This design comes from an exercise in tuning for small area on the open sky130 flow, not from production work. Where RTL was checked, it was by simulation tests only, not by an equivalence proof against the original. Power is estimated from default activity; no workload was simulated. No driver is modelled on the clock port, so clocking that relies on it looks cheaper here than on a real chip.

==> flow/design.v (excerpt) <==
module mcc (
    input  wire        clk,
    input  wire        rst_n,           
    input  wire [3:0]  cfg_slot,        
    input  wire        cmd_valid,
    output wire        cmd_ready,
    input  wire [7:0]  cmd,
    input  wire [7:0]  op_dir,
    input  wire [7:0]  op_mid,
    input  wire [7:0]  op_mt,
    input  wire [7:0]  op_midx,
    input  wire [8:0]  op_len,
    input  wire        op_delay_en,
    input  wire [15:0] op_delay,
    input  wire        op_bufsel,
    input  wire        op_level,
    input  wire [23:0] op_idexp,
    input  wire [8:0]  op_probelen,
    output reg         done,
    output reg  [7:0]  status,
    output wire [7:0]  res,
    output wire [1:0]  phase,
    output wire        ident_valid,
    output reg  [23:0] ident_id,
    output wire [2:0]  setup,
    output reg  [1:0]  reset_out,
    input  wire        txb_we,
    input  wire [5:0]  txb_addr,
    input  wire [7:0]  txb_wdata,
    input  wire        rb_sel,
    input  wire [5:0]  rb_addr,
    output wire [7:0]  rb_data,
    output wire        lnk_tx_valid,
    output wire [7:0]  lnk_tx_data,
    input  wire        lnk_rx_valid,
    input  wire [7:0]  lnk_rx_data,
    input  wire        lnk_err,
    output wire        rst_drive,
    output wire        rst_level,
    input  wire        rst_fail,
    output wire        rdy_sample,
    input  wire        rdy_in,
    input  wire        rdy_fail
);
export LEC_CHECK = 0
export CAP_MARGIN = 20
export CORE_MARGIN = 2
export CORE_UTILIZATION = 55
export PLACE_DENSITY = 0.7
export SLEW_MARGIN = 20
export SYNTH_HIERARCHICAL = 1
export SYNTH_MINIMUM_KEEP_SIZE = 0
create_clock -name core_clock -period 10.0 [get_ports {clk}]
standard.sh (not shown) runs the stock make flow with config.mk's settings and CLKGATE_MAP_FILE= SYNTH_SCRIPT=/design/flow/synth_recipe.tcl, a recipe that flattens the netlist after the stock synthesis.
==> flow/flow/run.sh <==
#!/bin/bash
# Layout flow: the standard ORFS flow (standard.sh, unchanged synthesis),
# with two tool options changed:
#  - port buffers use the smallest buffer cell instead of the default choice;
#  - clock tree: larger sink clusters and no dummy loads.
# Every port still gets its buffer, and the clock tree is built by CTS as usual.
set -euo pipefail
export BUFFER_PORTS_ARGS="-buffer_cell sky130_fd_sc_hd__buf_1"
export CTS_ARGS="-sink_clustering_enable -repair_clock_nets -sink_clustering_size 25 -sink_clustering_max_diameter 80 -dont_use_dummy_load"
bash standard.sh > standard_flow.log 2>&1
Then changed:
--- a/flow/flow/run.sh
+++ b/flow/flow/run.sh
@@ -9 +9 @@
-export CTS_ARGS="-sink_clustering_enable -repair_clock_nets -sink_clustering_size 25 -sink_clustering_max_diameter 80 -dont_use_dummy_load"
+export CTS_ARGS="-sink_clustering_enable -repair_clock_nets -sink_clustering_size 20 -sink_clustering_max_diameter 60 -dont_use_dummy_load -buf_list sky130_fd_sc_hd__clkbuf_8 -root_buf sky130_fd_sc_hd__clkbuf_16"
The new run finished with timing, DRC and antenna clean.
Worst setup slack loses 0.11 ns.
Wire length barely changes.
Register-to-register slack loses 0.10 ns.
Clock power fell by a little under a tenth.
Design area fell slightly.
Area after synthesis does not change.
Count of clock-buffer cells in the layout rose by 22.
Global-route usage rose by 0.17 points.

---

Another version of the RTL of mcc (not shown whole).
Size in the first run: about 2,700 cells after synthesis, about 1,100 flip-flops.
Settings: LEC_CHECK=0, CAP_MARGIN=20, CORE_MARGIN=2, CORE_UTILIZATION=55, CTS_CLUSTER_DIAMETER=100, CTS_CLUSTER_SIZE=30, PLACE_DENSITY=0.7, SLEW_MARGIN=20, SYNTH_HIERARCHICAL=1, SYNTH_MINIMUM_KEEP_SIZE=0; clock period 10.0 ns.
run.sh (not shown) runs the stock make flow with config.mk's settings and CLKGATE_MAP_FILE= SYNTH_SCRIPT=/design/flow/synth_recipe.tcl, a recipe that flattens the netlist after the stock synthesis.
Stock flow here: none of the scripts above is used.
The starting point produced a clean layout.
Then changed:
==> flow/flow/run.sh (new file) <==
#!/bin/bash
# Layout flow: the standard ORFS flow (standard.sh, unchanged synthesis),
# with two tool options changed:
#  - port buffers use the smallest buffer cell instead of the default choice;
#  - clock tree: larger sink clusters and no dummy loads.
# Every port still gets its buffer, and the clock tree is built by CTS as usual.
set -euo pipefail
export BUFFER_PORTS_ARGS="-buffer_cell sky130_fd_sc_hd__buf_1"
export CTS_ARGS="-sink_clustering_enable -repair_clock_nets -sink_clustering_size 30 -sink_clustering_max_diameter 100 -dont_use_dummy_load"
bash standard.sh > standard_flow.log 2>&1
==> flow/standard.sh (new file) <==
#!/bin/bash
# synth_recipe.tcl (not shown) runs the flow's synth.tcl, then flattens the netlist and writes it again
# the make line also repeats each setting of config.mk as NAME=value (left out here)
make -C /OpenROAD-flow-scripts/flow DESIGN_CONFIG=/design/flow/config.mk WORK_HOME=/design/flow/orfs CLKGATE_MAP_FILE= SYNTH_SCRIPT=/design/flow/synth_recipe.tcl "${@:-finish}"
Settings changed: CTS_CLUSTER_DIAMETER 100 to not set, CTS_CLUSTER_SIZE 30 to not set.
removed: flow/run.sh
After rerunning: Non-clock buffer count goes down by 7. Count of clock-buffer cells in the layout goes down by 3. Register-to-register slack gains 480 ps. Clock skew goes up by 61 ps. Via count stays flat. Routed wire length goes down slightly. Worst hold slack barely changes. Die area stays the same. Clock power goes down by a few percent. Maximum frequency goes up by roughly a tenth. Cell count hardly moves.
No functional check of the RTL was part of any run of this note.

---

Another version of the RTL of mcc (not shown whole).
Size in the first run: roughly 2700 cells after synthesis, roughly 210 I/O pins, ~44000 um^2 of cells after synthesis.
==> flow/design.v (excerpt) <==
module mcc (
    input  wire        clk,
    input  wire        rst_n,           
    input  wire [3:0]  cfg_slot,        
    input  wire        cmd_valid,
    output wire        cmd_ready,
    input  wire [7:0]  cmd,
    input  wire [7:0]  op_dir,
    input  wire [7:0]  op_mid,
    input  wire [7:0]  op_mt,
    input  wire [7:0]  op_midx,
    input  wire [8:0]  op_len,
    input  wire        op_delay_en,
    input  wire [15:0] op_delay,
    input  wire        op_bufsel,
    input  wire        op_level,
    input  wire [23:0] op_idexp,
    input  wire [8:0]  op_probelen,
    output reg         done,
    output reg  [7:0]  status,
    output wire [7:0]  res,
    output wire [1:0]  phase,
    output wire        ident_valid,
    output reg  [23:0] ident_id,
    output wire [2:0]  setup,
    output reg  [1:0]  reset_out,
    input  wire        txb_we,
    input  wire [5:0]  txb_addr,
    input  wire [7:0]  txb_wdata,
    input  wire        rb_sel,
    input  wire [5:0]  rb_addr,
    output wire [7:0]  rb_data,
    output wire        lnk_tx_valid,
    output wire [7:0]  lnk_tx_data,
    input  wire        lnk_rx_valid,
    input  wire [7:0]  lnk_rx_data,
    input  wire        lnk_err,
    output wire        rst_drive,
    output wire        rst_level,
    input  wire        rst_fail,
    output wire        rdy_sample,
    input  wire        rdy_in,
  ...
==> flow/config.mk <==
export PLATFORM = sky130hd
export DESIGN_NAME = mcc
export DESIGN_NICKNAME = mcc
export VERILOG_FILES = /design/flow/design.v
export SDC_FILE = /design/flow/constraint.sdc
export NUM_CORES = 4
export LEC_CHECK = 0
export CAP_MARGIN = 20
export CORE_MARGIN = 2
export CORE_UTILIZATION = 68
export PLACE_DENSITY = 0.8
export SLEW_MARGIN = 20
export SYNTH_HIERARCHICAL = 1
export SYNTH_MINIMUM_KEEP_SIZE = 0
==> flow/constraint.sdc <==
create_clock -name core_clock -period 10.0 [get_ports {clk}]
set_input_delay 2.0000 -clock core_clock [delete_from_list [all_inputs] [get_ports {clk}]]
set_output_delay 2.0000 -clock core_clock [all_outputs]
set_load 0.01 [all_outputs]
standard.sh (not shown) runs the stock make flow with config.mk's settings and CLKGATE_MAP_FILE= SYNTH_SCRIPT=/design/flow/synth_recipe.tcl, a recipe that flattens the netlist after the stock synthesis.
==> flow/flow/run.sh <==
#!/bin/bash
# Layout flow: the standard ORFS flow (standard.sh, unchanged synthesis),
# with two tool options changed:
#  - port buffers use the smallest buffer cell instead of the default choice;
#  - clock tree: larger sink clusters and no dummy loads.
# Every port still gets its buffer, and the clock tree is built by CTS as usual.
set -euo pipefail
export BUFFER_PORTS_ARGS="-buffer_cell sky130_fd_sc_hd__buf_1"
export CTS_ARGS="-sink_clustering_enable -repair_clock_nets -sink_clustering_size 32 -sink_clustering_max_diameter 70 -dont_use_dummy_load"
bash standard.sh > standard_flow.log 2>&1
The baseline completed with no timing, DRC or antenna violations.
Edit:
--- a/flow/flow/run.sh
+++ b/flow/flow/run.sh
@@ -7,4 +7,4 @@
 set -euo pipefail
 export BUFFER_PORTS_ARGS="-buffer_cell sky130_fd_sc_hd__buf_1"
-export CTS_ARGS="-sink_clustering_enable -repair_clock_nets -sink_clustering_size 32 -sink_clustering_max_diameter 70 -dont_use_dummy_load"
+export CTS_ARGS="-sink_clustering_enable -repair_clock_nets -sink_clustering_size 25 -sink_clustering_max_diameter 80 -dont_use_dummy_load"
 bash standard.sh > standard_flow.log 2>&1
Settings changed: CORE_UTILIZATION 68 to 55, PLACE_DENSITY 0.8 to 0.7.
Routed wire length went up by a few percent.
Setup slack loses 0.32 ns.
Power grows slightly.
Edit:
--- a/flow/flow/run.sh
+++ b/flow/flow/run.sh
@@ -7,4 +7,4 @@
 set -euo pipefail
 export BUFFER_PORTS_ARGS="-buffer_cell sky130_fd_sc_hd__buf_1"
-export CTS_ARGS="-sink_clustering_enable -repair_clock_nets -sink_clustering_size 25 -sink_clustering_max_diameter 80 -dont_use_dummy_load"
+export CTS_ARGS="-sink_clustering_enable -repair_clock_nets -sink_clustering_size 16 -sink_clustering_max_diameter 50 -dont_use_dummy_load -buf_list sky130_fd_sc_hd__clkbuf_8 -root_buf sky130_fd_sc_hd__clkbuf_16"
 bash standard.sh > standard_flow.log 2>&1
Settings changed: CORE_UTILIZATION 55 to 62, PLACE_DENSITY 0.7 to 0.75.
What happened: The changed run produced a clean layout; setup slack improved by 0.12 ns; synthesized cell count is unchanged; core utilization climbs by 7.6 points; design area hardly moves; global-route usage climbs by 2.9 points; routed wire length drops by a few percent; count of clock-buffer cells in the layout climbs by 43.
Edit:
--- a/flow/flow/run.sh
+++ b/flow/flow/run.sh
@@ -7,4 +7,4 @@
 set -euo pipefail
 export BUFFER_PORTS_ARGS="-buffer_cell sky130_fd_sc_hd__buf_1"
-export CTS_ARGS="-sink_clustering_enable -repair_clock_nets -sink_clustering_size 16 -sink_clustering_max_diameter 50 -dont_use_dummy_load -buf_list sky130_fd_sc_hd__clkbuf_8 -root_buf sky130_fd_sc_hd__clkbuf_16"
+export CTS_ARGS="-sink_clustering_enable -repair_clock_nets -sink_clustering_size 28 -sink_clustering_max_diameter 70 -dont_use_dummy_load"
 bash standard.sh > standard_flow.log 2>&1
Critical path depth grows by 1.
Clock power falls by about 5%.
Synthesized cell count is unchanged.
Non-clock buffer count is unchanged.
Worst hold slack barely changes.
Routed wire length came out lower by 1.2%.

afterwards: timing with drivers on the ports:
No port has a modelled driver above. Below, the same layouts with a new extraction and two added sets of constraints. Step 1 (the two cells are an assumption about what drives the block):
set clk [get_ports {clk}]
set_driving_cell -lib_cell sky130_fd_sc_hd__clkbuf_16 $clk
set_driving_cell -lib_cell sky130_fd_sc_hd__buf_2 [delete_from_list [all_inputs] $clk]
Step 2, shift: input delay + t, output delay - t, t = (earliest + latest rising clock arrival at the registers) / 2. This alone moves slack from input paths to output paths. a / b / c = ideal ports / drivers / drivers and shift; a / b = the first two.
| run | t (ns) | setup slack, ns | clock arrival spread, ns |
|---|---|---|---|
| the first run of note 1 | 0.694 | 1.158 / 1.090 / 1.215 | 0.088 / 0.088 |
| the second run of note 1 | 0.657 | 1.050 / 0.982 / 1.109 | 0.096 / 0.097 |
| the first run of note 2 | 0.699 | 0.601 / 0.495 / 0.468 | 0.028 / 0.028 |
| the second run of note 2 | 0.677 | 1.447 / 1.411 / 1.114 | 0.089 / 0.089 |
| the first run of note 3 | 0.683 | 1.281 / 1.212 / 1.515 | 0.089 / 0.089 |
| the second run of note 3 | 0.695 | 0.959 / 0.889 / 1.495 | 0.075 / 0.076 |
| the third run of note 3 | 0.678 | 1.075 / 1.005 / 1.640 | 0.097 / 0.097 |
| the fourth run of note 3 | 0.692 | 1.063 / 0.995 / 1.639 | 0.079 / 0.079 |
After both steps every run listed still meets setup and hold. For the second run of note 2, which loses most, drivers alone change the setup slack by -0.036 ns; drivers and shift together by -0.333 ns.
